What follows belongs to an exercise in optimizing a design on an open flow for small area, a short achievable clock period and few clock cycles; a production flow would make more cautious choices.
At most, simulation tests tie the RTL to the original design; equivalence was not proved.
The RTL of runs 4 to 6 was laid out without a check of its function.
Power is estimated from default activity; no workload was simulated.

[flow/design.v]
module nbc_stream_dec (
    input  wire        clk,
    input  wire        rst,
    input  wire        cmd_valid,
    output wire        cmd_ready,
    input  wire [1:0]  cmd_mode,
    input  wire [63:0] cmd_acc,
    input  wire        in_valid,
    output wire        in_ready,
    input  wire [63:0] in_data,
    output reg         out_valid,
    input  wire        out_ready,
    output reg  [63:0] out_data,
    output reg         out_last
);
    localparam S_COUNT = 2'd0;    
    localparam S_SLOT  = 2'd1;    
    localparam S_HDR   = 2'd2;    
    localparam S_END   = 2'd3;    
    reg [1:0]   state;
    reg         have_cmd;
    reg         cmd_rdy;
    reg         m_acc;       
    reg         m_delta;     
    reg [31:0]  remain;      
    reg         rem_zero;    
    reg         rem_is1;     
    reg         rem_le1;     
    reg [4:0]   blk_n;
    reg [7:0]   blk_m;       
    reg         odd;         
    reg [2:0]   idx;
    reg [4:0]   sm;          
    reg [4:0]   sc;          
    reg [63:0]  w0, w1, w2;
    reg [1:0]   wk;          
    reg         in_rdy;
    reg [4:0]   p;           
    reg         f_valid;
    reg         f_load;      
    reg         f_last;
    reg         f_acc;       
    reg         f_cy;        
    reg [63:0]  f;
    assign in_ready  = in_rdy;
    assign cmd_ready = cmd_rdy;
    wire go     = !out_valid || out_ready;   
    wire en1    = !f_valid || go;            
    wire cmd_go = cmd_valid && cmd_rdy;
    wire take   = in_valid && in_rdy;
    wire       drop  = p[4];                 
    wire [1:0] wk_e  = wk - {1'b0, drop};    
    wire       have1 = (wk_e != 2'd0);
    wire       have2 = wk_e[1];
    wire [127:0] win = drop ? {w2, w1} : {w1, w0};
    reg  [75:0]  ext1;
    reg  [63:0]  ext;
    always @(*) begin
        case (p[3:2])
            2'd0: ext1 = win[75:0];
            2'd1: ext1 = win[91:16];
            2'd2: ext1 = win[107:32];
            default: ext1 = win[123:48];
        endcase
        case (p[1:0])
            2'd0: ext = ext1[63:0];
            2'd1: ext = ext1[67:4];
            2'd2: ext = ext1[71:8];
            default: ext = ext1[75:12];
        endcase
    end
    wire [63:0] lo       = drop ? w1 : w0;
    wire [31:0] cnt      = lo[31:0];
    wire        cnt_zero = (cnt == 32'd0);
    wire [15:0] hdr     = (state == S_COUNT) ? lo[47:32] : ext[15:0];
    wire [4:0]  hdr_n   = hdr[4:0];
    wire [7:0]  hdr_m   = hdr[15:8];
    reg  [63:0] smask;
    integer j;
    always @(*) begin
        for (j = 0; j < 16; j = j + 1)
            smask[4*j +: 4] = (j < sm) ? 4'hF : 4'h0;
    end
    wire        last    = (idx == 3'd7);
    wire        pad7    = blk_n[0] & (odd ^ !blk_m[0] ^ !blk_m[1]);
    wire [4:0]  tot_s   = {1'b0, p[3:0]} + sc;
    wire        avail_s = (sc == 5'd0) || have2 || (have1 && (tot_s <= 5'd16));
    wire        rest_unstored = (blk_n == 5'd0) || (&blk_m[7:1]);
    wire        fin     = rem_le1 && rest_unstored;
    wire [4:0]  tot_h   = {1'b0, p[3:0]} + 5'd4;
    wire        avail_h = have2 || (have1 && (tot_h <= 5'd16));
    reg [1:0]   state_c;
    reg         have_cmd_c, fv_c;
    reg [4:0]   p_c;
    reg         start_c, slot_go_c;
    always @(*) begin
        state_c    = state;
        have_cmd_c = have_cmd || cmd_go;
        fv_c       = cmd_go;
        p_c        = {1'b0, p[3:0]};
        start_c    = 1'b0;
        slot_go_c  = 1'b0;
        case (state)
            S_COUNT: begin
                if ((have_cmd || cmd_go) && have1) begin
                    start_c    = 1'b1;
                    have_cmd_c = 1'b0;
                    if (!cnt_zero) begin
                        p_c     = 5'd12;
                        state_c = S_SLOT;
                    end else begin
                        p_c     = 5'd16;
                    end
                end
            end
            S_SLOT: begin
                if (avail_s) begin
                    slot_go_c = 1'b1;
                    fv_c      = !rem_zero;
                    if (fin) begin
                        p_c     = (tot_s == 5'd0) ? 5'd0 : 5'd16;
                        state_c = (tot_s > 5'd16) ? S_END : S_COUNT;
                    end else begin
                        p_c = tot_s;
                        if (last)
                            state_c = S_HDR;
                    end
                end
            end
            S_HDR: begin
                if (avail_h) begin
                    p_c     = tot_h;
                    state_c = S_SLOT;
                end
            end
            S_END: begin
                p_c     = 5'd16;
                state_c = S_COUNT;
            end
        endcase
    end
    wire [1:0]  state_n    = en1 ? state_c : state;
    wire        have_cmd_n = en1 ? have_cmd_c : (have_cmd || cmd_go);
    wire        f_valid_n  = en1 ? fv_c : 1'b1;
    wire [4:0]  p_n        = en1 ? p_c : {1'b0, p[3:0]};
    wire        start      = en1 && start_c;
    wire        slot_go    = en1 && slot_go_c;
    wire [1:0] wk_n = wk_e + {1'b0, take};
    always @(posedge clk) begin
        if (drop) begin
            w0 <= w1;
            w1 <= w2;
        end
        if (in_rdy) begin
            if (wk_e == 2'd0) w0 <= in_data;
            if (wk_e == 2'd1) w1 <= in_data;
            if (wk_e == 2'd2) w2 <= in_data;
        end
    end
    always @(posedge clk) begin
        if (en1 && (state == S_SLOT || (state == S_COUNT && cmd_rdy))) begin
            f      <= (state == S_COUNT) ? cmd_acc : (ext & smask);
            f_load <= (state == S_COUNT);
            f_last <= rem_is1;
            f_acc  <= (state != S_COUNT) && m_acc;
            f_cy   <= (state != S_COUNT) && m_delta;
        end
        if (cmd_go) begin
            m_acc   <= (cmd_mode == 2'd1) || (cmd_mode == 2'd2);
            m_delta <= (cmd_mode == 2'd1);
        end
        if (start) begin
            remain  <= cnt;
            rem_is1 <= (cnt == 32'd1);
            rem_le1 <= (cnt[31:1] == 31'd0);
        end
        if (slot_go && !rem_zero) begin
            remain  <= remain - 32'd1;
            rem_is1 <= (remain == 32'd2);
            rem_le1 <= (remain[31:2] == 30'd0) && !(remain[1] && remain[0]);
        end
        if (en1 && (state == S_COUNT || state == S_HDR)) begin
            blk_n   <= hdr_n;
            blk_m   <= hdr_m;
            odd     <= 1'b0;
            idx     <= 3'd0;
            sm      <= hdr_m[0] ? 5'd0 : hdr_n;
            sc      <= hdr_m[0] ? 5'd0 : hdr_n;
        end
        if (slot_go) begin
            idx   <= idx + 3'd1;
            blk_m <= {1'b1, blk_m[7:1]};
            odd   <= odd ^ !blk_m[0];
            sm    <= blk_m[1] ? 5'd0 : blk_n;
            if (idx == 3'd6)
                sc <= (blk_m[1] ? 5'd0 : blk_n) + {4'd0, pad7};
            else
                sc <= blk_m[1] ? 5'd0 : blk_n;
        end
        if (rst) begin
            state    <= S_COUNT;
            have_cmd <= 1'b0;
            cmd_rdy  <= 1'b1;
            f_valid  <= 1'b0;
            p        <= 5'd0;
            wk       <= 2'd0;
            in_rdy   <= 1'b1;
            rem_zero <= 1'b1;
        end else begin
            state    <= state_n;
            have_cmd <= have_cmd_n;
            cmd_rdy  <= (state_n == S_COUNT) && !have_cmd_n && !f_valid_n;
            f_valid  <= f_valid_n;
            p        <= p_n;
            wk       <= wk_n;
            in_rdy   <= (wk_n != 2'd3) || p_n[4];
            if (start)
                rem_zero <= cnt_zero;
            else if (slot_go && !rem_zero)
                rem_zero <= rem_is1;
        end
    end
    wire [63:0] a  = out_data & {64{f_acc}};
    wire [63:0] hp = a ^ f;
    wire [63:0] hg = out_data & f & {64{f_cy}};
    wire [63:0] ht = out_data | f;
    reg  [63:0] pg, pt;
    integer l, i;
    always @(*) begin
        pg = hg;
        pt = ht;
        for (l = 0; l < 6; l = l + 1)
            for (i = 0; i < 64; i = i + 1)
                if ((i >> l) & 1) begin
                    pg[i] = pg[i] | (pt[i] & pg[((i >> l) << l) - 1]);
                    pt[i] = pt[i] & pt[((i >> l) << l) - 1];
                end
    end
    wire [63:0] sink = hp ^ {pg[62:0], 1'b0};
    always @(posedge clk) begin
        if (rst) begin
            out_valid <= 1'b0;
        end else if (go) begin
            out_valid <= f_valid && !f_load;
            if (f_valid) begin
                out_data <= sink;
                out_last <= f_last;
            end
        end
    end
endmodule
[flow/run.sh]
#!/bin/bash
# synth_recipe.tcl (not shown) runs the flow's synth.tcl, then flattens the netlist and writes it again
# the make line also repeats each setting of config.mk as NAME=value (left out here)
make -C /OpenROAD-flow-scripts/flow DESIGN_CONFIG=/design/flow/config.mk WORK_HOME=/design/flow/orfs CLKGATE_MAP_FILE= SYNTH_SCRIPT=/design/flow/synth_recipe.tcl finish
[flow/config.mk]
export PLATFORM = sky130hd
export DESIGN_NAME = nbc_stream_dec
export DESIGN_NICKNAME = nbc_stream_dec
export VERILOG_FILES = /design/flow/design.v
export SDC_FILE = /design/flow/constraint.sdc
export NUM_CORES = 4
export LEC_CHECK = 0
export CAP_MARGIN = 20
export CORE_MARGIN = 2
export CORE_UTILIZATION = 45
export SETUP_SLACK_MARGIN = 5.0
export SLEW_MARGIN = 20
export TNS_END_PERCENT = 2
[flow/constraint.sdc]
create_clock -name core_clock -period 8.0 [get_ports {clk}]
set_input_delay 1.6000 -clock core_clock [delete_from_list [all_inputs] [get_ports {clk}]]
set_output_delay 1.6000 -clock core_clock [all_outputs]
set_load 0.01 [all_outputs]
==> results.json, run 1 <==
{
  "synth_area_leader_cell": "edfxtp_1",
  "ios": 203,
  "antenna_found_initial": 1,
  "power_density_nw_per_um2": 396,
  "grt.busiest_layer": "met2",
  "cp.arrival_ps": 1630,
  "cts-htree-levels": 2,
  "grt_pass1_vias": 19100,
  "setup_violations": 0,
  "syn_to_final_growth_pct": 24.4,
  "rsz0062_at_grt": "yes",
  "slew_headroom": 0.261,
  "syn_area_per_cell_um2": 9.61,
  "dp_hpwl_um": 54800,
  "final.setup.tns_ps": 0,
  "power_frac_comb": 0.487,
  "drcViolationCount": 0,
  "grt_max_degree": 93,
  "power_w": 0.0114,
  "skew_ps": 36.2,
  "dieHeight_um": 231,
  "initial_utilization": 0.453,
  "period_share": 0.404,
  "dr.first_iter.drc_count": 2179,
  "core-area_um2": 51100,
  "wl_um": 77900,
  "intPower_w": 0.00659,
  "syn-num-nets": 2563,
  "grtUsageMet3": 0.0383,
  "maxCapViolCount": 0,
  "cpLargestDelayFamily": "buffers and inverters",
  "overflow": 0,
  "path_clk_slew_ps": 60,
  "finish.instance_area_um2": 28800,
  "cp_num_buf_inv": 1,
  "routed_via_density": 6.00,
  "dieArea_um2": 53200,
  "cts_buffer_depth": 3,
  "cp-start-kind": "flop",
  "n_antenna_cell": 0,
  "synth-async-reset-ratio": 0,
  "crit_chain": "clkdlybuf4s50_1",
  "drt-pass1-iter-count": 7,
  "min_path_type": "reg -> reg",
  "stdcell_count": 3363,
  "slew_violations": 0,
  "period_needed_ps": 3230,
  "vdd_drop_max_v": 0.000174,
  "worst_path_max_delay_cell": "clkdlybuf4s50_1",
  "vias": 20200,
  "io_buffers": 202,
  "synth_cell_type_count": 84,
  "path_class": "reg -> out",
  "switchingPower_w": 0.00481,
  "synth_area_leaders": "edfxtp_1 34%, dfxtp_1 12%, mux2i_1 9.4%",
  "synth-edff-count": 259,
  "holdWs_ps": 428,
  "placed_cell_area_um2": 25800,
  "synth.cell_area_um2": 23100,
  "hold_viol_final": 0,
  "grt_first_pass_wirelength_um": 115000,
  "holdBufCountCts": 0,
  "critical-path-max-stage-delay_ps": 580,
  "use_met2": 0.466,
  "gp_congestion": 0.907,
  "grt_use_total": 0.285,
  "use_met1": 0.376,
  "timing.fmax_mhz": 309,
  "drtAntennaViolNets": 0,
  "p_leak_nw": 10.8,
  "ys_warn_count": 1,
  "cts_tree": "done",
  "crit_path_end_kind": "output port",
  "nNetsFinal": 2805,
  "worst_pin_slew_ps": 1110,
  "clock_sink_count": 403,
  "synth_top_area_share": 0.336,
  "fp-row-count": 83,
  "clkPwrFrac": 0.175,
  "clockRootBuffer": "clkbuf_16",
  "outcome": "timing/DRC/antenna clean",
  "ys.flop_type": "edfxtp_1",
  "wl_per_cell_um": 23.2,
  "worst_ep_required_time_ps": 6400,
  "drive_gt1_frac": 0.131,
  "fillers": 4510,
  "synth_seq_cells": 403,
  "numCtsBuffers": 46,
  "p_sw_frac": 0.422,
  "ys_seq_area_frac": 0.461,
  "dp_cells": 3186,
  "p_seq_frac": 0.338,
  "clk_latency_ps": 620,
  "synthCells": 2407,
  "fp.dieW_um": 231,
  "path_max_fanout": 6
}
## timing repair
item                                    in CTS  in global routing
endpoints found under the setup margin     428                459
pin swaps                                   13                 18
buffers inserted                            61                 23
gates cloned                                 7                  4
resized for setup                           99                 45
## logic make-up after synthesis
group | share of synthesized area
fa+ha+maj | 0.0121
xor+xnor | 0.0621
buf+inv | 0.0295
simple gates | 0.129
flops | 0.461
mux | 0.118
compound gates | 0.188
## cells in the final DEF (no fill, tap or decap), types with 20 or more instances in the layout
cell             Yosys  final
nor2_1             320    311
nand2_1            215    211
a22o_1              60     60
a21oi_1            278    268
mux2i_1            217    208
clkbuf_16            0     49
nor3_1              52     48
o22ai_1             80     80
buf_4                0    102
edfxtp_1           259    259
dfxtp_1            144    138
o21ai_0             67     64
inv_1               35     31
xnor2_1            121    120
mux2_2              46     46
clkdlybuf4s50_1      0    193
nor4_1              23     20
xor2_1              43     43
a211oi_1            23     20
## cell usage after synthesis, types with 20 or more instances
library cell / number
xnor2_1: 121
nand3_1: 21
dfxtp_1: 144
a22o_1: 60
a21oi_1: 278
o22ai_1: 80
nor4_1: 23
mux2_2: 46
o21ai_0: 67
nand2_1: 215
inv_1: 35
ha_1: 20
nor2_1: 320
buf_1: 22
mux2i_1: 217
a31oi_1: 21
a211oi_1: 23
nor3_1: 52
xor2_1: 43
clkbuf_1: 107
edfxtp_1: 259
## final cells by class
cell class              count  area, µm²  area share
flip-flops and latches    403      10700       0.371
repair inverters            1       5.00    0.000174
inverters                  38        168     0.00582
clock inverters            17        153     0.00530
repair buffers            333       3390       0.118
multi-input cells        1826      12300       0.427
clock buffers              65       1250      0.0435
well taps                 680        851      0.0296
## layer usage
layer,vias to the layer above,share of wire
met5,-,0.00012
met4,2,0.046
met3,165,0.071
met2,866,0.47
met1,9759,0.41
li1,9394,-
## registers in the layout, summed over array words and instances (netlist names), 2 cells and up
name	cells
blk_m	8
blk_n	5
f	64
idx	3
out_data	64
p	5
remain	32
sc	5
sm	5
state	2
w0	64
w1	64
w2	64
wk	2
## through the flow
step                worst slack, ps  utilization
floorplan                      4030            -
global placement               3440        0.505
detailed placement             3520        0.506
CTS                            4770        0.554
global route                   4630        0.563
finish                         4770        0.563
## power groups by stage
| stage | logic [W] | clock network, W | registers, W |
|---|---|---|---|
| finish | 0.00555 | 0.00200 | 0.00386 |
| global route | 0.00597 | 0.00211 | 0.00394 |
| CTS | 0.00535 | 0.00203 | 0.00383 |
| detailed placement | 0.00502 | 0 | 0.00389 |
| global placement | 0.00492 | 0 | 0.00386 |
| floorplan | 0.00344 | 0 | 0.00371 |
## worst paths after layout
kind | from | endpoint | slack (ps) | cells after the start
max reg2reg | out_data[5]$_DFFE_PP_ | out_data[42]$_DFFE_PP_ | 4780 | 14
max | out_data[26]$_DFFE_PP_ | out_data[26] | 4770 | 1
min reg2reg | f_last$_DFFE_PP_ | out_last$_DFFE_PP_ | 430 | 0
min | f_last$_DFFE_PP_ | out_last$_DFFE_PP_ | 430 | 0
Testbench counts, summed over its fixed seeds: cycles 16,918.
==> inputs of run 2 (changes only) <==
--- a/flow/config.mk
+++ b/flow/config.mk
@@ -8,6 +8,7 @@
 export CAP_MARGIN = 20
 export CORE_MARGIN = 2
 export CORE_UTILIZATION = 45
+export PLACE_DENSITY = 0.7
 export SETUP_SLACK_MARGIN = 5.0
 export SLEW_MARGIN = 20
 export TNS_END_PERCENT = 2
==> results.json, run 2 <==
{
  "fp.dieW_um": 231,
  "cts-htree-levels": 2,
  "holdBufCountCts": 0,
  "synth_top_family_by_area": "compound AO/OA/AOI/OAI gates",
  "worst-r2r-cell-count": 12,
  "final_common_cell": "nor2_1",
  "crit_chain": "a31oi_4 -> o31ai_2 -> a32oi_1 -> nor2_2 -> o31ai_4 -> o31a_1 -> o311ai_4 -> a31oi_4 -> o41a_4 -> nor2_2 -> o22ai_1 -> xnor2_1",
  "worst_pin_slew_ps": 1160,
  "drt-pass1-iter-count": 7,
  "grt_pass1_vias": 19500,
  "rsz0062_at_grt": "yes",
  "clockRootBuffer": "clkbuf_16",
  "final.setup.tns_ps": 0,
  "overflow": 0,
  "ys_seq_area_frac": 0.461,
  "cp-start-kind": "flop",
  "critical-path-max-stage-delay_ps": 530,
  "placed_cell_area_um2": 25800,
  "ys.flop_type": "edfxtp_1",
  "wl_per_cell_um": 23.2,
  "layout_common_cells": "314 x nor2_1, 264 x a21oi_1, 259 x edfxtp_1, 207 x nand2_1",
  "synth_seq_cells": 403,
  "grt_first_pass_wirelength_um": 115000,
  "clk_latency_ps": 580,
  "path_class": "reg -> reg",
  "synth-async-reset-ratio": 0,
  "worst_path_max_delay_cell": "edfxtp_1",
  "syn_area_per_cell_um2": 9.61,
  "dp_cells": 3187,
  "cts_tree": "done",
  "synth_area_leader_cell": "edfxtp_1",
  "synthAdderAreaFrac": 0.0121,
  "skew_ps": 19.3,
  "cp_num_buf_inv": 0,
  "cts_buffer_depth": 3,
  "ys_warn_count": 1,
  "worst_ep_required_time_ps": 8310,
  "grt_use_total": 0.281,
  "slew_violations": 0,
  "min_path_type": "reg -> reg",
  "slew_headroom": 0.227,
  "hold_viol_final": 0,
  "grt_max_degree": 96,
  "initial_utilization": 0.453,
  "setup_violations": 0,
  "ios": 203,
  "synth-edff-count": 259,
  "wl_um": 78800,
  "crit_path_end_kind": "flop",
  "gp_congestion": 0.916,
  "synthMuxAreaShare": 0.118,
  "cpLargestDelayFamily": "compound AO/OA/AOI/OAI gates",
  "endpoint": "out_data[63]$_DFFE_PP_",
  "cp.arrival_ps": 3670,
  "synth_area_leaders": "edfxtp_1 34%, dfxtp_1 12%, mux2i_1 9.4%",
  "clock_sink_count": 403,
  "drcViolationCount": 0,
  "dp_hpwl_um": 53400,
  "outcome": "timing/DRC/antenna clean",
  "worst-path-stages": 12,
  "nNetsFinal": 2840,
  "timing.fmax_mhz": 297,
  "fp-row-count": 83,
  "synth-compound-area-share": 0.188,
  "r2r-start": "out_data[9]$_DFFE_PP_",
  "dieArea_um2": 53200,
  "synth.cell_area_um2": 23100,
  "period_needed_ps": 3360,
  "synth_cell_type_count": 84,
  "rr_endpoint": "out_data[63]$_DFFE_PP_",
  "antenna_found_initial": 2,
  "synth_xor_xnor_area_share": 0.0621,
  "numCtsBuffers": 46,
  "dr.first_iter.drc_count": 2405,
  "whs_path_depth": 0,
  "maxCapViolCount": 0,
  "syn-num-nets": 2563,
  "core-area_um2": 51100,
  "io_buffers": 202,
  "yosys.area_share.simple": 0.129,
  "drtAntennaViolNets": 0,
  "stdcell_count": 3404,
  "crit_start": "out_data[9]$_DFFE_PP_",
  "routed_via_density": 6.07,
  "p_leak_nw": 11.1,
  "syn_to_final_growth_pct": 27.2,
  "dieHeight_um": 231,
  "synthCells": 2407,
  "vias": 20700,
  "regToRegSetupSlack_ps": 4640,
  "power_density_nw_per_um2": 403,
  "finish.instance_area_um2": 29400,
  "vdd_drop_max_v": 0.000223,
  "period_share": 0.420,
  "drive_gt1_frac": 0.152,
  "synth.most_common_cell": "nor2_1",
  "path_max_fanout": 5,
  "path_clk_slew_ps": 60,
  "synth_top_area_share": 0.336,
  "synthTopCellsByCount": "320 x nor2_1, 278 x a21oi_1, 259 x edfxtp_1, 217 x mux2i_1, 215 x nand2_1"
}
==> run 2: cell counts after synthesis <==
No cell type changed its count.
==> run 2: layer usage <==
layer | part of all wire | vias to the layer above | GRT usage
met3 | 0.097 | 213 | 0.0516
met1 | 0.40 | 9848 | 0.372
li1 | - | 9452 | -
met4 | 0.046 | 2 | 0.117
met5 | 0.00016 | - | 0
met2 | 0.46 | 1137 | 0.454
==> run 2: cell families (layout without fill, tap and decap cells) <==
group | count (synthesis) | after routing
AND/OR/NAND/NOR | 700 | 702
AO/OA/AOI/OAI | 675 | 675
flip-flops | 403 | 403
multiplexers | 265 | 265
buffers and inverters | 178 | 490
XOR/XNOR | 164 | 164
adder cells (fa/ha/maj) | 22 | 22
other | 0 | 3
==> run 2: through the flow <==
step                hold WS (ps)  total power, W   util  worst slack (ps)
finish                       424          0.0118  0.576              4640
global placement             412         0.00870  0.506              3060
detailed placement           416         0.00888  0.506              2960
global route                 437          0.0124  0.576              4550
CTS                          430          0.0114  0.561              4760
floorplan                    400         0.00715      -              4030
==> run 2: worst register-to-register path, cell delays in order, from the launching register on <==
cell and delay, ps:
edfxtp_1 530, a31oi_4 170, o31ai_2 200, a32oi_1 90
nor2_2 190, o31ai_4 100, o31a_1 440, o311ai_4 400
a31oi_4 160, o41a_4 410, nor2_2 140, o22ai_1 120
xnor2_1 150
==> run 2: layout make-up <==
| type | instances | area [µm²] |
|---|---|---|
| Clock buffer | 70 | 1400 |
| Sequential cell | 403 | 10700 |
| Fill cell | 4356 | 21700 |
| Antenna cell | 3 | 7.51 |
| Inverter | 38 | 163 |
| Tap cell | 680 | 851 |
| Clock inverter | 15 | 169 |
| Timing Repair inverter | 1 | 5.00 |
| Multi-Input combinational cell | 1828 | 12500 |
| Timing Repair Buffer | 366 | 3690 |
==> run 2: how the worst min path moves through the flow <==
stage                startpoint            endpoint
6_report       f_last$_DFFE_PP_  out_last$_DFFE_PP_
5_1_grt        f_last$_DFFE_PP_  out_last$_DFFE_PP_
4_1_cts        f_last$_DFFE_PP_  out_last$_DFFE_PP_
3_5_place_dp   f_last$_DFFE_PP_  out_last$_DFFE_PP_
3_3_place_gp   f_last$_DFFE_PP_  out_last$_DFFE_PP_
2_1_floorplan  f_last$_DFFE_PP_  out_last$_DFFE_PP_
==> run 2: what timing repair did <==
| action | 4_1_cts | 5_1_grt |
|---|---|---|
| setup buffers | 78 | 34 |
| cloned | 12 | 5 |
| pin swaps | 27 | 24 |
| resized for setup | 101 | 85 |
| endpoints found under the setup margin | 369 | 421 |
==> run 2: where the power goes <==
part	total, W	internal, W	leakage (nW)	switching, W
registers	0.00388	0.00324	3.69	0.000641
logic	0.00577	0.00235	6.63	0.00342
clock network	0.00220	0.00133	0.768	0.000868
==> inputs of run 3 (changes only) <==
--- a/flow/config.mk
+++ b/flow/config.mk
@@ -7,8 +7,7 @@
 export LEC_CHECK = 0
 export CAP_MARGIN = 20
 export CORE_MARGIN = 2
-export CORE_UTILIZATION = 45
-export PLACE_DENSITY = 0.7
+export CORE_UTILIZATION = 40
 export SETUP_SLACK_MARGIN = 5.0
 export SLEW_MARGIN = 20
-export TNS_END_PERCENT = 2
+export TNS_END_PERCENT = 5
==> results.json, run 3 <==
{
  "r2r-start": "out_data[8]$_DFFE_PP_",
  "cp_num_buf_inv": 2,
  "critical-path-max-stage-delay_ps": 530,
  "final.setup.tns_ps": 0,
  "wl_um": 81800,
  "rr_endpoint": "out_data[63]$_DFFE_PP_",
  "stdcell_count": 3506,
  "rsz0062_at_grt": "yes",
  "drtAntennaViolNets": 0,
  "dp_cells": 3274,
  "synth_top_area_share": 0.336,
  "routed_via_density": 5.86,
  "period_needed_ps": 3370,
  "path_class": "reg -> out",
  "numCtsBuffers": 45,
  "path_clk_slew_ps": 50,
  "syn_to_final_growth_pct": 29.7,
  "syn_area_per_cell_um2": 9.61,
  "synthTopCellsByCount": "320 x nor2_1, 278 x a21oi_1, 259 x edfxtp_1, 217 x mux2i_1, 215 x nand2_1",
  "grt_max_degree": 73,
  "worst_ep_required_time_ps": 6400,
  "ys.flop_type": "edfxtp_1",
  "setup_violations": 0,
  "ios": 203,
  "grt_use_total": 0.257,
  "vias": 20600,
  "synth_cell_type_count": 84,
  "wl_per_cell_um": 23.3,
  "fp-row-count": 88,
  "outcome": "timing/DRC/antenna clean",
  "fin_util": 0.522,
  "crit_chain": "buf_4 -> clkdlybuf4s50_1",
  "clockRootBuffer": "clkbuf_16",
  "holdWs_ps": 422,
  "path_max_fanout": 4,
  "gp_congestion": 0.908,
  "synth_area_leader_cell": "edfxtp_1",
  "p_leak_nw": 11.3,
  "cp-start-kind": "flop",
  "final_common_cell": "nor2_1",
  "slew_headroom": 0.244,
  "synth-edff-count": 259,
  "synth.cell_area_um2": 23100,
  "maxCapViolCount": 0,
  "drive_gt1_frac": 0.172,
  "synth-async-reset-ratio": 0,
  "clock_sink_count": 403,
  "slew_violations": 0,
  "dp_hpwl_um": 55200,
  "drcViolationCount": 0,
  "cp.arrival_ps": 1770,
  "hold_viol_final": 0,
  "syn-num-nets": 2563,
  "cts_tree": "done",
  "worst-r2r-cell-count": 13,
  "dieArea_um2": 59800,
  "antenna_found_initial": 0,
  "vdd_drop_max_v": 0.000224,
  "skew_ps": 25.8,
  "synthCells": 2407,
  "dr.first_iter.drc_count": 2113,
  "power_density_nw_per_um2": 399,
  "grt_pass1_vias": 18900,
  "worst_path_max_delay_cell": "clkdlybuf4s50_1",
  "drt-pass1-iter-count": 8,
  "ys_seq_area_frac": 0.461,
  "hold_start": "f_last$_DFFE_PP_",
  "period_share": 0.422,
  "synth_seq_cells": 403,
  "synth_area_leaders": "edfxtp_1 34%, dfxtp_1 12%, mux2i_1 9.4%",
  "initial_utilization": 0.403,
  "regToRegSetupSlack_ps": 4720,
  "grt_first_pass_wirelength_um": 117000,
  "timing.fmax_mhz": 296,
  "io_buffers": 202,
  "cts_buffer_depth": 3,
  "nNetsFinal": 2857,
  "min_to": "out_last$_DFFE_PP_",
  "synth.most_common_cell": "nor2_1",
  "worst_pin_slew_ps": 1130,
  "clk_latency_ps": 590,
  "fp.dieW_um": 245,
  "dieHeight_um": 245,
  "ys_warn_count": 1,
  "crit_start": "out_data[8]$_DFFE_PP_",
  "whs_path_depth": 0,
  "holdBufCountCts": 0,
  "cpLargestDelayFamily": "buffers and inverters",
  "layout_common_cells": "312 x nor2_1, 259 x edfxtp_1, 256 x a21oi_1, 206 x nand2_1, 192 x clkdlybuf4s50_1",
  "crit_path_end_kind": "output port",
  "core-area_um2": 57500,
  "cts-htree-levels": 2,
  "overflow": 0,
  "min_path_type": "reg -> reg"
}
## run 3: logic make-up after synthesis
| family | Yosys count | synth area share |
|---|---|---|
| AOI/OAI and AO/OA | 675 | 0.188 |
| xor gates and xnor gates | 164 | 0.0621 |
| adders and majority gates | 22 | 0.0121 |
| buffers and inverters | 178 | 0.0295 |
| DFF | 403 | 0.461 |
| muxes | 265 | 0.118 |
| and+or+nand+nor | 700 | 0.129 |
## run 3: report_power, final
group          total (W)  switching, W  leakage [nW]  internal [W]
Combinational    0.00592       0.00349          6.82       0.00243
Clock            0.00214      0.000872         0.751       0.00127
Sequential       0.00391      0.000665          3.69       0.00324
Total             0.0120       0.00502          11.3       0.00695
## run 3: metrics by stage
stage	power [W]	cell area (µm²)	worst slack, ps
after floorplan	0.00715	23200	4030
after global placement	0.00883	26000	3450
after detailed placement	0.00897	26000	3340
after CTS	0.0114	28700	4770
after global routing	0.0126	30000	4590
final	0.0120	30000	4630
## run 3: area by class of cell
class	count	area [µm²]
Inverter	38	159
Fill cell	5162	27500
Multi-Input combinational cell	1828	12700
Timing Repair Buffer	385	3940
Antenna cell	3	7.51
Clock buffer	67	1350
Clock inverter	17	170
Sequential cell	403	10700
Tap cell	765	957
## run 3: repair_timing
| action | 4_1_cts | 5_1_grt |
|---|---|---|
| resized for setup | 108 | 154 |
| pin swaps | 27 | 42 |
| endpoints found under the setup margin | 368 | 443 |
| cloned | 9 | 4 |
| setup buffers | 70 | 62 |
## run 3: worst max path at each step
stage / to / slack, ps / cells past startpoint
global route: out_data[8] / 4590 / 2
floorplan: out_data[0]$_DFFE_PP_ / 4030 / 2
detailed placement: remain[25]$_DFFE_PP_ / 3340 / 10
finish: out_data[8] / 4630 / 2
global placement: remain[10]$_DFFE_PP_ / 3450 / 11
CTS: out_data[63]$_DFFE_PP_ / 4770 / 13
## run 3: per-layer routing
layer,up-vias,track usage,part of all wire,wire [µm]
met4,0,0.0945,0.037,3040
met5,-,0,0,0
met1,9956,0.342,0.41,33800
met3,178,0.0381,0.077,6340
li1,9505,-,-,-
met2,920,0.423,0.47,38700
==> inputs of run 4 (changes only) <==
--- a/flow/design.v
+++ b/flow/design.v
@@ -36,6 +36,7 @@
     reg [1:0]   wk;          
     reg         in_rdy;
     reg [4:0]   p;           
+    reg         keep;        
     reg         f_valid;
     reg         f_load;      
     reg         f_last;
@@ -52,7 +53,7 @@
     wire [1:0] wk_e  = wk - {1'b0, drop};    
     wire       have1 = (wk_e != 2'd0);
     wire       have2 = wk_e[1];
-    wire [127:0] win = drop ? {w2, w1} : {w1, w0};
+    wire [127:0] win = {keep ? w1 : w2, drop ? w1 : w0};
     reg  [75:0]  ext1;
     reg  [63:0]  ext;
     always @(*) begin
@@ -203,6 +204,7 @@
             cmd_rdy  <= 1'b1;
             f_valid  <= 1'b0;
             p        <= 5'd0;
+            keep     <= 1'b1;
             wk       <= 2'd0;
             in_rdy   <= 1'b1;
             rem_zero <= 1'b1;
@@ -212,6 +214,7 @@
             cmd_rdy  <= (state_n == S_COUNT) && !have_cmd_n && !f_valid_n;
             f_valid  <= f_valid_n;
             p        <= p_n;
+            keep     <= !p_n[4];
             wk       <= wk_n;
             in_rdy   <= (wk_n != 2'd3) || p_n[4];
             if (start)
--- a/flow/config.mk
+++ b/flow/config.mk
@@ -7,7 +7,7 @@
 export LEC_CHECK = 0
 export CAP_MARGIN = 20
 export CORE_MARGIN = 2
-export CORE_UTILIZATION = 40
-export SETUP_SLACK_MARGIN = 5.0
+export CORE_UTILIZATION = 45
+export SETUP_SLACK_MARGIN = 4.8
 export SLEW_MARGIN = 20
 export TNS_END_PERCENT = 5
==> results.json, run 4 <==
{
  "outcome": "timing/DRC/antenna clean",
  "layout_common_cells": "344 x nor2_1, 273 x a21oi_1, 270 x mux2i_1, 259 x edfxtp_1, 202 x clkdlybuf4s50_1",
  "dieArea_um2": 54500,
  "grt_use_total": 0.282,
  "nNetsFinal": 2815,
  "cts_buffer_depth": 3,
  "intPower_w": 0.00659,
  "cts_tree": "done",
  "cp-start-kind": "flop",
  "overflow": 0,
  "synth_area_leader_cell": "edfxtp_1",
  "ios": 203,
  "final.setup.tns_ps": 0,
  "period_share": 0.418,
  "gp_congestion": 0.959,
  "p_leak_nw": 10.5,
  "synth.most_common_cell": "nor2_1",
  "power_w": 0.0115,
  "dr.first_iter.drc_count": 1838,
  "core-area_um2": 52300,
  "p_sw_frac": 0.427,
  "ys_warn_count": 1,
  "numCtsBuffers": 47,
  "skew_ps": 30.2,
  "n_antenna_cell": 0,
  "fp.dieW_um": 233,
  "drive_gt1_frac": 0.0976,
  "clk_latency_ps": 600,
  "ys_seq_area_frac": 0.451,
  "period_needed_ps": 3340,
  "synth-edff-count": 259,
  "drcViolationCount": 0,
  "holdBufCountCts": 0,
  "path_max_fanout": 24,
  "vdd_drop_max_v": 0.000179,
  "maxCapViolCount": 0,
  "synth_seq_cells": 404,
  "synth-async-reset-ratio": 0,
  "syn_area_per_cell_um2": 9.55,
  "clkPwrFrac": 0.174,
  "io_buffers": 202,
  "rsz0062_at_grt": "yes",
  "path_class": "reg -> reg",
  "synth_area_leaders": "edfxtp_1 33%, dfxtp_1 12%, mux2i_1 12%",
  "setup_violations": 0,
  "syn_to_final_growth_pct": 21.1,
  "p_seq_frac": 0.342,
  "routed_via_density": 6.00,
  "synthCells": 2482,
  "drt-pass1-iter-count": 5,
  "cts-htree-levels": 2,
  "vias": 20300,
  "drtAntennaViolNets": 0,
  "fp-row-count": 84,
  "ys.flop_type": "edfxtp_1",
  "clock_sink_count": 404,
  "wl_per_cell_um": 23.6,
  "grt_first_pass_wirelength_um": 115000,
  "synth_cell_type_count": 78,
  "grt_pass1_vias": 18600,
  "initial_utilization": 0.453,
  "clockRootBuffer": "clkbuf_16",
  "hold_viol_final": 0,
  "worst_ep_required_time_ps": 8300,
  "synthTopCellsByCount": "349 x nor2_1, 288 x mux2i_1, 282 x a21oi_1, 259 x edfxtp_1, 190 x nand2_1",
  "dp_hpwl_um": 56100,
  "syn-num-nets": 2638,
  "final_common_cell": "nor2_1",
  "wl_um": 79800,
  "path_clk_slew_ps": 60,
  "timing.fmax_mhz": 299,
  "cp.arrival_ps": 3640,
  "slew_headroom": 0.264,
  "switchingPower_w": 0.00491,
  "synth.cell_area_um2": 23700,
  "min_path_type": "reg -> reg",
  "antenna_found_initial": 1,
  "power_density_nw_per_um2": 401,
  "worst_pin_slew_ps": 1100,
  "synth_top_area_share": 0.328,
  "grt_max_degree": 93,
  "power_frac_comb": 0.484,
  "slew_violations": 0,
  "dieHeight_um": 233,
  "crit_path_end_kind": "flop"
}
run 4: cell types whose count changed after synthesis, moves of 9 or more:
| cell | before | now |
|---|---|---|
| a222oi_1 | 9 | 0 |
| buf_2 | 11 | 20 |
| mux2_2 | 46 | 20 |
| mux2i_1 | 217 | 288 |
| nand2_1 | 215 | 190 |
| nor2_1 | 320 | 349 |
| o21ai_0 | 67 | 58 |
| o22ai_1 | 80 | 94 |
| o31a_1 | 19 | 28 |
run 4: logic make-up after synthesis:
logic type,synth area share
adder cells (fa/ha/maj),0.0149
AND/OR/NAND/NOR,0.127
buffers and inverters,0.0315
multiplexers,0.134
AO/OA/AOI/OAI,0.182
XOR/XNOR,0.0599
flip-flops,0.451
run 4: stage by stage:
stage                util  setup slack, ps  instances  hold slack, ps  instance area [µm²]
floorplan               -             4050       2482             400                23700
global placement    0.503             3420       3254             413                26300
detailed placement  0.503             3360       3254             434                26300
CTS                 0.538             4660       3357             456                28200
global route        0.548             4610       3382             468                28700
finish              0.548             4660       3382             457                28700
run 4: cell type report:
class / count / area (µm²)
Clock buffer: 65 / 1260
Clock inverter: 19 / 120
Fill cell: 4685 / 23600
Inverter: 36 / 149
Multi-Input combinational cell: 1893 / 12800
Sequential cell: 404 / 10700
Tap cell: 688 / 861
Timing Repair Buffer: 277 / 2820
run 4: metal layers:
| layer | GRT usage | part of all wire |
|---|---|---|
| met1 | 0.379 | 0.42 |
| met2 | 0.469 | 0.47 |
| met3 | 0.0332 | 0.069 |
| met4 | 0.0997 | 0.034 |
| met5 | 0 | 0.00014 |
run 4: power by group through the flow:
stage          clock network (W)  logic [W]  registers [W]
5_1_grt                  0.00211    0.00599        0.00402
6_report                 0.00200    0.00557        0.00393
4_1_cts                  0.00203    0.00529        0.00390
3_3_place_gp                   0    0.00507        0.00389
3_5_place_dp                   0    0.00516        0.00393
2_1_floorplan                  0    0.00350        0.00375
run 4: worst paths after layout:
path              slack (ps)  cells past startpoint                  to              from
setup / recovery        4660                      7     f[60]$_DFFE_PP_   keep$_SDFF_PP1_
hold / removal           460                      0  out_last$_DFFE_PP_  f_last$_DFFE_PP_
setup reg to reg        4660                      7     f[60]$_DFFE_PP_   keep$_SDFF_PP1_
hold reg to reg          460                      0  out_last$_DFFE_PP_  f_last$_DFFE_PP_
run 4: timing repair:
item,4_1_cts,5_1_grt
endpoints found under the setup margin,315,272
pin swaps,6,16
buffers inserted,12,22
cloned,7,3
resized for setup,51,71
run 4: critical path, stage by stage (launching register included):
cell and delay, ps:
dfxtp_4 620, buf_6 380, mux2i_1 610, o22ai_1 150, o311ai_0 390, a21bo_2 280, a21oi_1 400, o21ai_0 180
==> inputs of run 5 (changes only) <==
--- a/flow/design.v
+++ b/flow/design.v
@@ -36,7 +36,6 @@
     reg [1:0]   wk;          
     reg         in_rdy;
     reg [4:0]   p;           
-    reg         keep;        
     reg         f_valid;
     reg         f_load;      
     reg         f_last;
@@ -53,7 +52,7 @@
     wire [1:0] wk_e  = wk - {1'b0, drop};    
     wire       have1 = (wk_e != 2'd0);
     wire       have2 = wk_e[1];
-    wire [127:0] win = {keep ? w1 : w2, drop ? w1 : w0};
+    wire [127:0] win = drop ? {w2, w1} : {w1, w0};
     reg  [75:0]  ext1;
     reg  [63:0]  ext;
     always @(*) begin
@@ -73,7 +72,7 @@
     wire [63:0] lo       = drop ? w1 : w0;
     wire [31:0] cnt      = lo[31:0];
     wire        cnt_zero = (cnt == 32'd0);
-    wire [15:0] hdr     = (state == S_COUNT) ? lo[47:32] : ext[15:0];
+    wire [15:0] hdr     = ext[15:0];
     wire [4:0]  hdr_n   = hdr[4:0];
     wire [7:0]  hdr_m   = hdr[15:8];
     reg  [63:0] smask;
@@ -107,10 +106,10 @@
                     start_c    = 1'b1;
                     have_cmd_c = 1'b0;
                     if (!cnt_zero) begin
-                        p_c     = 5'd12;
+                        p_c     = tot_h;
                         state_c = S_SLOT;
                     end else begin
-                        p_c     = 5'd16;
+                        p_c     = 5'd24;
                     end
                 end
             end
@@ -119,7 +118,7 @@
                     slot_go_c = 1'b1;
                     fv_c      = !rem_zero;
                     if (fin) begin
-                        p_c     = (tot_s == 5'd0) ? 5'd0 : 5'd16;
+                        p_c     = (tot_s == 5'd0) ? 5'd8 : 5'd24;
                         state_c = (tot_s > 5'd16) ? S_END : S_COUNT;
                     end else begin
                         p_c = tot_s;
@@ -135,7 +134,7 @@
                 end
             end
             S_END: begin
-                p_c     = 5'd16;
+                p_c     = 5'd24;
                 state_c = S_COUNT;
             end
         endcase
@@ -203,8 +202,7 @@
             have_cmd <= 1'b0;
             cmd_rdy  <= 1'b1;
             f_valid  <= 1'b0;
-            p        <= 5'd0;
-            keep     <= 1'b1;
+            p        <= 5'd8;
             wk       <= 2'd0;
             in_rdy   <= 1'b1;
             rem_zero <= 1'b1;
@@ -214,7 +212,6 @@
             cmd_rdy  <= (state_n == S_COUNT) && !have_cmd_n && !f_valid_n;
             f_valid  <= f_valid_n;
             p        <= p_n;
-            keep     <= !p_n[4];
             wk       <= wk_n;
             in_rdy   <= (wk_n != 2'd3) || p_n[4];
             if (start)
--- a/flow/config.mk
+++ b/flow/config.mk
@@ -7,7 +7,7 @@
 export LEC_CHECK = 0
 export CAP_MARGIN = 20
 export CORE_MARGIN = 2
-export CORE_UTILIZATION = 45
-export SETUP_SLACK_MARGIN = 4.8
+export CORE_UTILIZATION = 30
+export SETUP_SLACK_MARGIN = 4.5
 export SLEW_MARGIN = 20
-export TNS_END_PERCENT = 5
+export TNS_END_PERCENT = 10
==> results.json, run 5 <==
{
  "antenna_found_initial": 2,
  "synth.cell_area_um2": 23500,
  "core-area_um2": 77500,
  "timing.fmax_mhz": 285,
  "synth_area_leader_cell": "edfxtp_1",
  "synth_cell_type_count": 80,
  "wl_um": 78200,
  "grt_pass1_vias": 17800,
  "synth-edff-count": 259,
  "wl_per_cell_um": 21.8,
  "maxCapViolCount": 0,
  "ys_warn_count": 1,
  "drcViolationCount": 0,
  "synthTopCellsByCount": "259 x edfxtp_1, 259 x nor2_1, 249 x mux2i_1, 215 x a21oi_1, 209 x nand2_1",
  "fp.dieW_um": 284,
  "critical-path-max-stage-delay_ps": 430,
  "path_class": "reg -> reg",
  "clk_latency_ps": 610,
  "cp_num_buf_inv": 4,
  "cp_common_cell": "mux2i_1",
  "worst_pin_slew_ps": 1080,
  "worst_path_max_delay_cell": "mux2i_1",
  "gp_congestion": 0.917,
  "rsz0062_at_grt": "yes",
  "cts_tree": "done",
  "skew_ps": 33.7,
  "rr_endpoint": "sm[0]$_DFFE_PP_",
  "fin_util": 0.370,
  "ys.flop_type": "edfxtp_1",
  "nNetsFinal": 2672,
  "final_common_cell": "edfxtp_1",
  "crit_chain": "inv_1 -> ha_1 -> buf_6 -> clkinvlp_4 -> buf_4 -> o21ai_0 -> a211oi_1 -> a21oi_2 -> mux2i_1 -> mux2i_1 -> nor2_1 -> a22o_1",
  "r2r-start": "p[2]$_SDFFE_PP0P_",
  "synth-async-reset-ratio": 0,
  "grt_max_degree": 82,
  "whs_path_depth": 0,
  "ios": 203,
  "overflow": 0,
  "syn_to_final_growth_pct": 22.0,
  "ys_seq_area_frac": 0.454,
  "path_max_fanout": 46,
  "drive_gt1_frac": 0.122,
  "clockRootBuffer": "clkbuf_16",
  "dp_hpwl_um": 57300,
  "worst-r2r-cell-count": 12,
  "fillers": 7739,
  "cp.arrival_ps": 3850,
  "io_buffers": 202,
  "dieHeight_um": 284,
  "placed_cell_area_um2": 26600,
  "final.setup.tns_ps": 0,
  "vdd_drop_max_v": 0.000220,
  "syn_area_per_cell_um2": 10.1,
  "slew_violations": 0,
  "period_needed_ps": 3510,
  "synthCells": 2337,
  "initial_utilization": 0.303,
  "min_path_type": "reg -> reg",
  "vias": 19000,
  "fp-row-count": 102,
  "worst_ep_required_time_ps": 8340,
  "finish.instance_area_um2": 28700,
  "drt-pass1-iter-count": 6,
  "p_leak_nw": 9.71,
  "crit_path_end_kind": "flop",
  "regToRegSetupSlack_ps": 4490,
  "clock_sink_count": 403,
  "cp-start-kind": "flop",
  "min_to": "out_last$_DFFE_PP_",
  "holdBufCountCts": 0,
  "layout_common_cells": "259 x edfxtp_1, 256 x nor2_1, 248 x mux2i_1, 212 x a21oi_1, 207 x nand2_1",
  "power_density_nw_per_um2": 477,
  "synth_area_leaders": "edfxtp_1 33%, dfxtp_1 12%, mux2i_1 11%",
  "cts-htree-levels": 2,
  "cpLargestDelayFamily": "buffers and inverters",
  "drtAntennaViolNets": 0,
  "routed_via_density": 5.28,
  "grt_use_total": 0.186,
  "period_share": 0.438,
  "path_clk_slew_ps": 60,
  "synth_top_area_share": 0.331,
  "numCtsBuffers": 47,
  "syn-num-nets": 2493,
  "dr.first_iter.drc_count": 1957,
  "hold_viol_final": 0,
  "grt_first_pass_wirelength_um": 114000,
  "setup_violations": 0,
  "synth_seq_cells": 403,
  "slew_headroom": 0.258,
  "dieArea_um2": 80600,
  "cts_buffer_depth": 3,
  "outcome": "timing/DRC/antenna clean",
  "hold_start": "f_last$_DFFE_PP_"
}
-- run 5: changes by cell type after synthesis, moves of 39 or more --
| cell | previous run | this run |
|---|---|---|
| mux2_2 | 20 | 111 |
| mux2i_1 | 288 | 249 |
| o22ai_1 | 94 | 28 |
| nor2_1 | 349 | 259 |
| a21oi_1 | 282 | 215 |
| a222oi_1 | 0 | 42 |
-- run 5: worst reg2reg max path: stages (launching register included) --
cell        delay (ps)
dfxtp_1            400
inv_1              120
ha_1               170
buf_6              360
clkinvlp_4         240
buf_4              230
o21ai_0            190
a211oi_1            80
a21oi_2            360
mux2i_1            180
mux2i_1            430
nor2_1             220
a22o_1             280
-- run 5: per-stage QoR --
step,cells,setup slack (ps),total power [W],hold slack [ps]
4_1_cts,3567,4390,0.0135,442
3_3_place_gp,3470,2650,0.0112,420
2_1_floorplan,2337,4040,0.00898,400
6_report,3595,4490,0.0137,436
3_5_place_dp,3470,2660,0.0113,428
5_1_grt,3594,4380,0.0145,440
-- run 5: what timing repair did --
item,in CTS,in global routing
hold endpoints to repair,0,0
buffers inserted,9,26
cloned,1,1
endpoints found under the setup margin,202,159
gates resized for setup,25,21
pin swaps,2,14
-- run 5: report_power, final --
part | total, W | leakage, nW | internal (W) | switching (W)
combinational | 0.00725 | 5.28 | 0.00285 | 0.00440
clock | 0.00210 | 0.724 | 0.00120 | 0.000905
sequential | 0.00433 | 3.71 | 0.00356 | 0.000769
total | 0.0137 | 9.71 | 0.00761 | 0.00607
-- run 5: cell families (layout without fill, tap and decap cells) --
group                      Yosys count  count (layout)  synth area share
AOI/OAI and AO/OA                  595             595             0.169
xor gates and xnor gates           164             164            0.0611
adders and majority gates           27              27            0.0142
buffers and inverters              174             390            0.0287
DFF                                403             403             0.454
muxes                              362             362             0.161
other                                0               1                 0
and+or+nand+nor                    612             613             0.112
-- run 5: layer usage --
layer | global-route usage | wire, µm | up-vias
li1 | - | - | 9096
met1 | 0.246 | 33600 | 9020
met2 | 0.295 | 35200 | 711
met3 | 0.0457 | 6390 | 133
met4 | 0.0692 | 2990 | 4
met5 | 0 | 26 | -
-- run 5: how the worst max path moves through the flow --
stage / from / endpoint / slack, ps / cells past startpoint
after floorplan: out_ready / f[0]$_DFFE_PP_ / 4040 / 4
after global placement: p[0]$_SDFFE_PP0P_ / remain[21]$_DFFE_PP_ / 2650 / 9
after detailed placement: p[0]$_SDFFE_PP0P_ / remain[21]$_DFFE_PP_ / 2660 / 9
after CTS: f_cy$_DFFE_PP_ / out_data[63]$_DFFE_PP_ / 4390 / 13
after global routing: f[0]$_DFFE_PP_ / out_data[43]$_DFFE_PP_ / 4380 / 13
final: p[2]$_SDFFE_PP0P_ / sm[0]$_DFFE_PP_ / 4490 / 12
-- run 5: final cells by class --
cell class,instances,area (µm²),area share
multi-input cells,1761,12400,0.432
flip-flops and latches,403,10700,0.372
repair buffers,266,2660,0.0929
clock buffers,68,1340,0.0465
well taps,1040,1300,0.0454
clock inverters,19,161,0.00563
inverters,37,143,0.00497
diodes,1,2.50,0.0000872
==> inputs of run 6 (changes only) <==
--- a/flow/design.v
+++ b/flow/design.v
@@ -53,26 +53,27 @@
     wire       have1 = (wk_e != 2'd0);
     wire       have2 = wk_e[1];
     wire [127:0] win = drop ? {w2, w1} : {w1, w0};
-    reg  [75:0]  ext1;
-    reg  [63:0]  ext;
+    wire [139:0] winx = {12'd0, win};
+    reg  [91:0]  ext1;
+    reg  [79:0]  ext;
     always @(*) begin
         case (p[3:2])
-            2'd0: ext1 = win[75:0];
-            2'd1: ext1 = win[91:16];
-            2'd2: ext1 = win[107:32];
-            default: ext1 = win[123:48];
+            2'd0: ext1 = winx[91:0];
+            2'd1: ext1 = winx[107:16];
+            2'd2: ext1 = winx[123:32];
+            default: ext1 = winx[139:48];
         endcase
         case (p[1:0])
-            2'd0: ext = ext1[63:0];
-            2'd1: ext = ext1[67:4];
-            2'd2: ext = ext1[71:8];
-            default: ext = ext1[75:12];
+            2'd0: ext = ext1[79:0];
+            2'd1: ext = ext1[83:4];
+            2'd2: ext = ext1[87:8];
+            default: ext = ext1[91:12];
         endcase
     end
     wire [63:0] lo       = drop ? w1 : w0;
     wire [31:0] cnt      = lo[31:0];
     wire        cnt_zero = (cnt == 32'd0);
-    wire [15:0] hdr     = ext[15:0];
+    wire [15:0] hdr     = (state == S_COUNT) ? lo[47:32] : ext[15:0];
     wire [4:0]  hdr_n   = hdr[4:0];
     wire [7:0]  hdr_m   = hdr[15:8];
     reg  [63:0] smask;
@@ -89,6 +90,14 @@
     wire        fin     = rem_le1 && rest_unstored;
     wire [4:0]  tot_h   = {1'b0, p[3:0]} + 5'd4;
     wire        avail_h = have2 || (have1 && (tot_h <= 5'd16));
+    wire        merge   = have2 && (p[3:0] <= 4'd11) && !rem_is1;
+    wire [4:0]  s0      = hdr_m[0] ? 5'd0 : hdr_n;
+    wire [4:0]  tot_m   = tot_h + s0;
+    reg  [63:0] s0mask;
+    always @(*) begin
+        for (j = 0; j < 16; j = j + 1)
+            s0mask[4*j +: 4] = (j < s0) ? 4'hF : 4'h0;
+    end
     reg [1:0]   state_c;
     reg         have_cmd_c, fv_c;
     reg [4:0]   p_c;
@@ -106,10 +115,10 @@
                     start_c    = 1'b1;
                     have_cmd_c = 1'b0;
                     if (!cnt_zero) begin
-                        p_c     = tot_h;
+                        p_c     = 5'd12;
                         state_c = S_SLOT;
                     end else begin
-                        p_c     = 5'd24;
+                        p_c     = 5'd16;
                     end
                 end
             end
@@ -118,7 +127,7 @@
                     slot_go_c = 1'b1;
                     fv_c      = !rem_zero;
                     if (fin) begin
-                        p_c     = (tot_s == 5'd0) ? 5'd8 : 5'd24;
+                        p_c     = (tot_s == 5'd0) ? 5'd0 : 5'd16;
                         state_c = (tot_s > 5'd16) ? S_END : S_COUNT;
                     end else begin
                         p_c = tot_s;
@@ -128,13 +137,18 @@
                 end
             end
             S_HDR: begin
-                if (avail_h) begin
+                if (merge) begin
+                    slot_go_c = 1'b1;
+                    fv_c      = 1'b1;
+                    p_c       = tot_m;
+                    state_c   = S_SLOT;
+                end else if (avail_h) begin
                     p_c     = tot_h;
                     state_c = S_SLOT;
                 end
             end
             S_END: begin
-                p_c     = 5'd24;
+                p_c     = 5'd16;
                 state_c = S_COUNT;
             end
         endcase
@@ -158,8 +172,9 @@
         end
     end
     always @(posedge clk) begin
-        if (en1 && (state == S_SLOT || (state == S_COUNT && cmd_rdy))) begin
-            f      <= (state == S_COUNT) ? cmd_acc : (ext & smask);
+        if (en1 && (state != S_END && (state != S_COUNT || cmd_rdy))) begin
+            f      <= (state == S_COUNT) ? cmd_acc :
+                      (state == S_HDR)   ? (ext[79:16] & s0mask) : (ext[63:0] & smask);
             f_load <= (state == S_COUNT);
             f_last <= rem_is1;
             f_acc  <= (state != S_COUNT) && m_acc;
@@ -187,7 +202,14 @@
             sm      <= hdr_m[0] ? 5'd0 : hdr_n;
             sc      <= hdr_m[0] ? 5'd0 : hdr_n;
         end
-        if (slot_go) begin
+        if (slot_go && state == S_HDR) begin
+            idx   <= 3'd1;
+            blk_m <= {1'b1, hdr_m[7:1]};
+            odd   <= !hdr_m[0];
+            sm    <= hdr_m[1] ? 5'd0 : hdr_n;
+            sc    <= hdr_m[1] ? 5'd0 : hdr_n;
+        end
+        if (slot_go && state == S_SLOT) begin
             idx   <= idx + 3'd1;
             blk_m <= {1'b1, blk_m[7:1]};
             odd   <= odd ^ !blk_m[0];
@@ -202,7 +224,7 @@
             have_cmd <= 1'b0;
             cmd_rdy  <= 1'b1;
             f_valid  <= 1'b0;
-            p        <= 5'd8;
+            p        <= 5'd0;
             wk       <= 2'd0;
             in_rdy   <= 1'b1;
             rem_zero <= 1'b1;
--- a/flow/config.mk
+++ b/flow/config.mk
@@ -7,7 +7,7 @@
 export LEC_CHECK = 0
 export CAP_MARGIN = 20
 export CORE_MARGIN = 2
-export CORE_UTILIZATION = 30
+export CORE_UTILIZATION = 45
 export SETUP_SLACK_MARGIN = 4.5
 export SLEW_MARGIN = 20
 export TNS_END_PERCENT = 10
==> results.json, run 6 <==
{
  "synth_seq_cells": 403,
  "overflow": 0,
  "synth.most_common_cell": "nor2_1",
  "crit_chain": "buf_12 -> clkbuf_16 -> buf_4 -> mux2i_1 -> mux2i_1 -> mux4_2 -> nor2_4 -> o21bai_4 -> buf_6 -> buf_4 -> nor3_2 -> a311oi_4 -> buf_4 -> a221o_1",
  "antenna_found_initial": 2,
  "synth_area_leader_cell": "edfxtp_1",
  "path_clk_slew_ps": 60,
  "path_max_fanout": 8,
  "wl_um": 94400,
  "switchingPower_w": 0.00685,
  "synth_top_area_share": 0.306,
  "syn_to_final_growth_pct": 23.9,
  "synthTopCellsByCount": "291 x nor2_1, 259 x edfxtp_1, 246 x nand2_1, 231 x a21oi_1, 178 x mux2i_1",
  "cp_common_cell": "buf_4",
  "power_w": 0.0149,
  "ys_warn_count": 1,
  "layout_common_cells": "281 x nor2_1, 259 x edfxtp_1, 244 x nand2_1, 221 x a21oi_1, 202 x clkdlybuf4s50_1",
  "syn_area_per_cell_um2": 9.58,
  "period_needed_ps": 3750,
  "dp_hpwl_um": 66500,
  "slew_headroom": 0.247,
  "drcViolationCount": 0,
  "routed_via_density": 6.23,
  "grt_pass1_vias": 21400,
  "nNetsFinal": 3037,
  "clkPwrFrac": 0.146,
  "clock_sink_count": 403,
  "hold_viol_final": 0,
  "synth-edff-count": 259,
  "cts_tree": "done",
  "gp_congestion": 0.975,
  "wl_per_cell_um": 25.7,
  "power_density_nw_per_um2": 475,
  "slew_violations": 0,
  "cp-start-kind": "flop",
  "skew_ps": 35.0,
  "dieHeight_um": 242,
  "maxCapViolCount": 0,
  "fp-row-count": 87,
  "clk_latency_ps": 610,
  "p_seq_frac": 0.279,
  "synth_cell_type_count": 87,
  "path_class": "reg -> reg",
  "cts_buffer_depth": 3,
  "timing.fmax_mhz": 266,
  "worst_path_max_delay_cell": "mux4_2",
  "worst_ep_required_time_ps": 8450,
  "ys.flop_type": "edfxtp_1",
  "cp.arrival_ps": 4210,
  "rsz0062_at_grt": "yes",
  "holdBufCountCts": 0,
  "critical-path-max-stage-delay_ps": 560,
  "min_path_type": "reg -> reg",
  "syn-num-nets": 2818,
  "ios": 203,
  "setup_violations": 0,
  "finish.instance_area_um2": 31500,
  "p_leak_nw": 11.2,
  "grt_first_pass_wirelength_um": 138000,
  "final.setup.tns_ps": 0,
  "ys_seq_area_frac": 0.419,
  "power_frac_comb": 0.574,
  "synth.cell_area_um2": 25400,
  "clockRootBuffer": "clkbuf_16",
  "grt_max_degree": 99,
  "dieArea_um2": 58400,
  "drive_gt1_frac": 0.171,
  "synthCells": 2653,
  "crit_path_end_kind": "flop",
  "dr.first_iter.drc_count": 2569,
  "vias": 22800,
  "core-area_um2": 56200,
  "fp.dieW_um": 242,
  "p_sw_frac": 0.458,
  "synth_area_leaders": "edfxtp_1 31%, dfxtp_1 11%, mux2_2 7.1%",
  "synth-async-reset-ratio": 0,
  "drtAntennaViolNets": 0,
  "vdd_drop_max_v": 0.000375,
  "intPower_w": 0.00810,
  "numCtsBuffers": 46,
  "cts-htree-levels": 2,
  "drt-pass1-iter-count": 7,
  "io_buffers": 202,
  "outcome": "timing/DRC/antenna clean",
  "period_share": 0.469,
  "final_common_cell": "nor2_1",
  "placed_cell_area_um2": 28100,
  "initial_utilization": 0.453,
  "grt_use_total": 0.311,
  "worst_pin_slew_ps": 1100
}
-- run 6: logic make-up (layout without fill, tap and decap cells) --
family	after synthesis	count (layout)	synth area share
fa+ha+maj	43	43	0.0202
simple gates	730	730	0.124
flops	403	403	0.419
mux	350	350	0.150
buf+inv	217	473	0.0359
xor+xnor	162	162	0.0558
other cells	0	1	0
compound gates	748	749	0.194
-- run 6: final cells by class --
class	count	area [µm²]
clock buffers	61	1300
fillers	4969	24700
multi-input cells	2034	14600
clock inverters	25	256
inverters	54	210
repair buffers	333	3530
diodes	1	2.50
well taps	756	946
flip-flops and latches	403	10700
-- run 6: timing repair --
item / CTS / global route
buffers inserted: 50 / 32
pin swaps: 29 / 43
endpoints found under the hold margin: 0 / 0
cloned: 9 / 1
gates resized for setup: 105 / 75
endpoints found under the setup margin: 223 / 202
-- run 6: routing by layer --
layer | GRT usage | share of wire | routed length (µm) | vias to the layer above
met5 | 0 | 0.000095 | 9 | -
met3 | 0.0594 | 0.085 | 8020 | 255
li1 | - | - | - | 10400
met4 | 0.139 | 0.050 | 4730 | 2
met1 | 0.411 | 0.41 | 38900 | 11000
met2 | 0.494 | 0.45 | 42700 | 1148
-- run 6: power by group through the flow --
| stage | registers, W | logic (W) | clock network, W |
|---|---|---|---|
| after floorplan | 0.00393 | 0.00506 | 0 |
| after global placement | 0.00414 | 0.00738 | 0 |
| after detailed placement | 0.00418 | 0.00745 | 0 |
| after CTS | 0.00415 | 0.00804 | 0.00221 |
| after global routing | 0.00427 | 0.00908 | 0.00230 |
| final | 0.00418 | 0.00859 | 0.00218 |
-- run 6: critical path: cells and delay by family (launching register included) --
kind	cells	cell delay, ps
compound gates	3	710
buf+inv	6	900
flops	1	470
mux	3	1350
simple gates	2	170
-- run 6: per-stage QoR --
step                hold WS [ps]  setup slack, ps  utilization  instances
floorplan                    400             3930            -       2653
global placement             406             3420        0.500       3488
detailed placement           420             3410        0.500       3488
CTS                          435             4330        0.550       3633
global route                 435             4210        0.561       3666
finish                       429             4250        0.561       3667
-- run 6: path summary, 6_finish.rpt --
| check | start | end | cells past startpoint | slack, ps |
|---|---|---|---|---|
| worst max-delay path | p[4]$_SDFF_PP0_ | f[57]$_DFFE_PP_ | 14 | 4250 |
| worst min-delay path | f_last$_DFFE_PP_ | out_last$_DFFE_PP_ | 0 | 430 |
| worst max register to register | p[4]$_SDFF_PP0_ | f[57]$_DFFE_PP_ | 14 | 4250 |
| worst min register to register | f_last$_DFFE_PP_ | out_last$_DFFE_PP_ | 0 | 430 |

separate check: timing with driven ports:
The flow's constraints put no driver on any port. The routed layouts listed below were extracted and timed again, unchanged, in two steps.
Step 1: set_driving_cell puts a clkbuf_16 on clk and a buf_2 on each other input, an assumption about the parent block.
Step 2 times the ports against the registers' clock, not the clock port: input delays grow and output delays shrink by t, the midpoint of the rising clock arrivals with the driver on.
Three values: ideal, step 1, step 2; two values: the first two.
run	t, ns	setup WS [ns]	latest minus earliest clock arrival (ns)
run 1	0.660	4.766 / 4.702 / 4.275	0.038 / 0.038
run 2	0.631	4.637 / 4.637 / 4.177	0.019 / 0.020
run 3	0.642	4.625 / 4.565 / 4.225	0.026 / 0.026
run 4	0.643	4.660 / 4.624 / 4.144	0.030 / 0.031
run 5	0.657	4.493 / 4.493 / 4.026	0.035 / 0.034
run 6	0.655	4.247 / 4.247 / 4.021	0.035 / 0.036
After both steps every run listed still meets setup and hold. The setup slack of run 4, which loses most, moves by -0.036 ns with the drivers and by -0.516 ns with both steps.
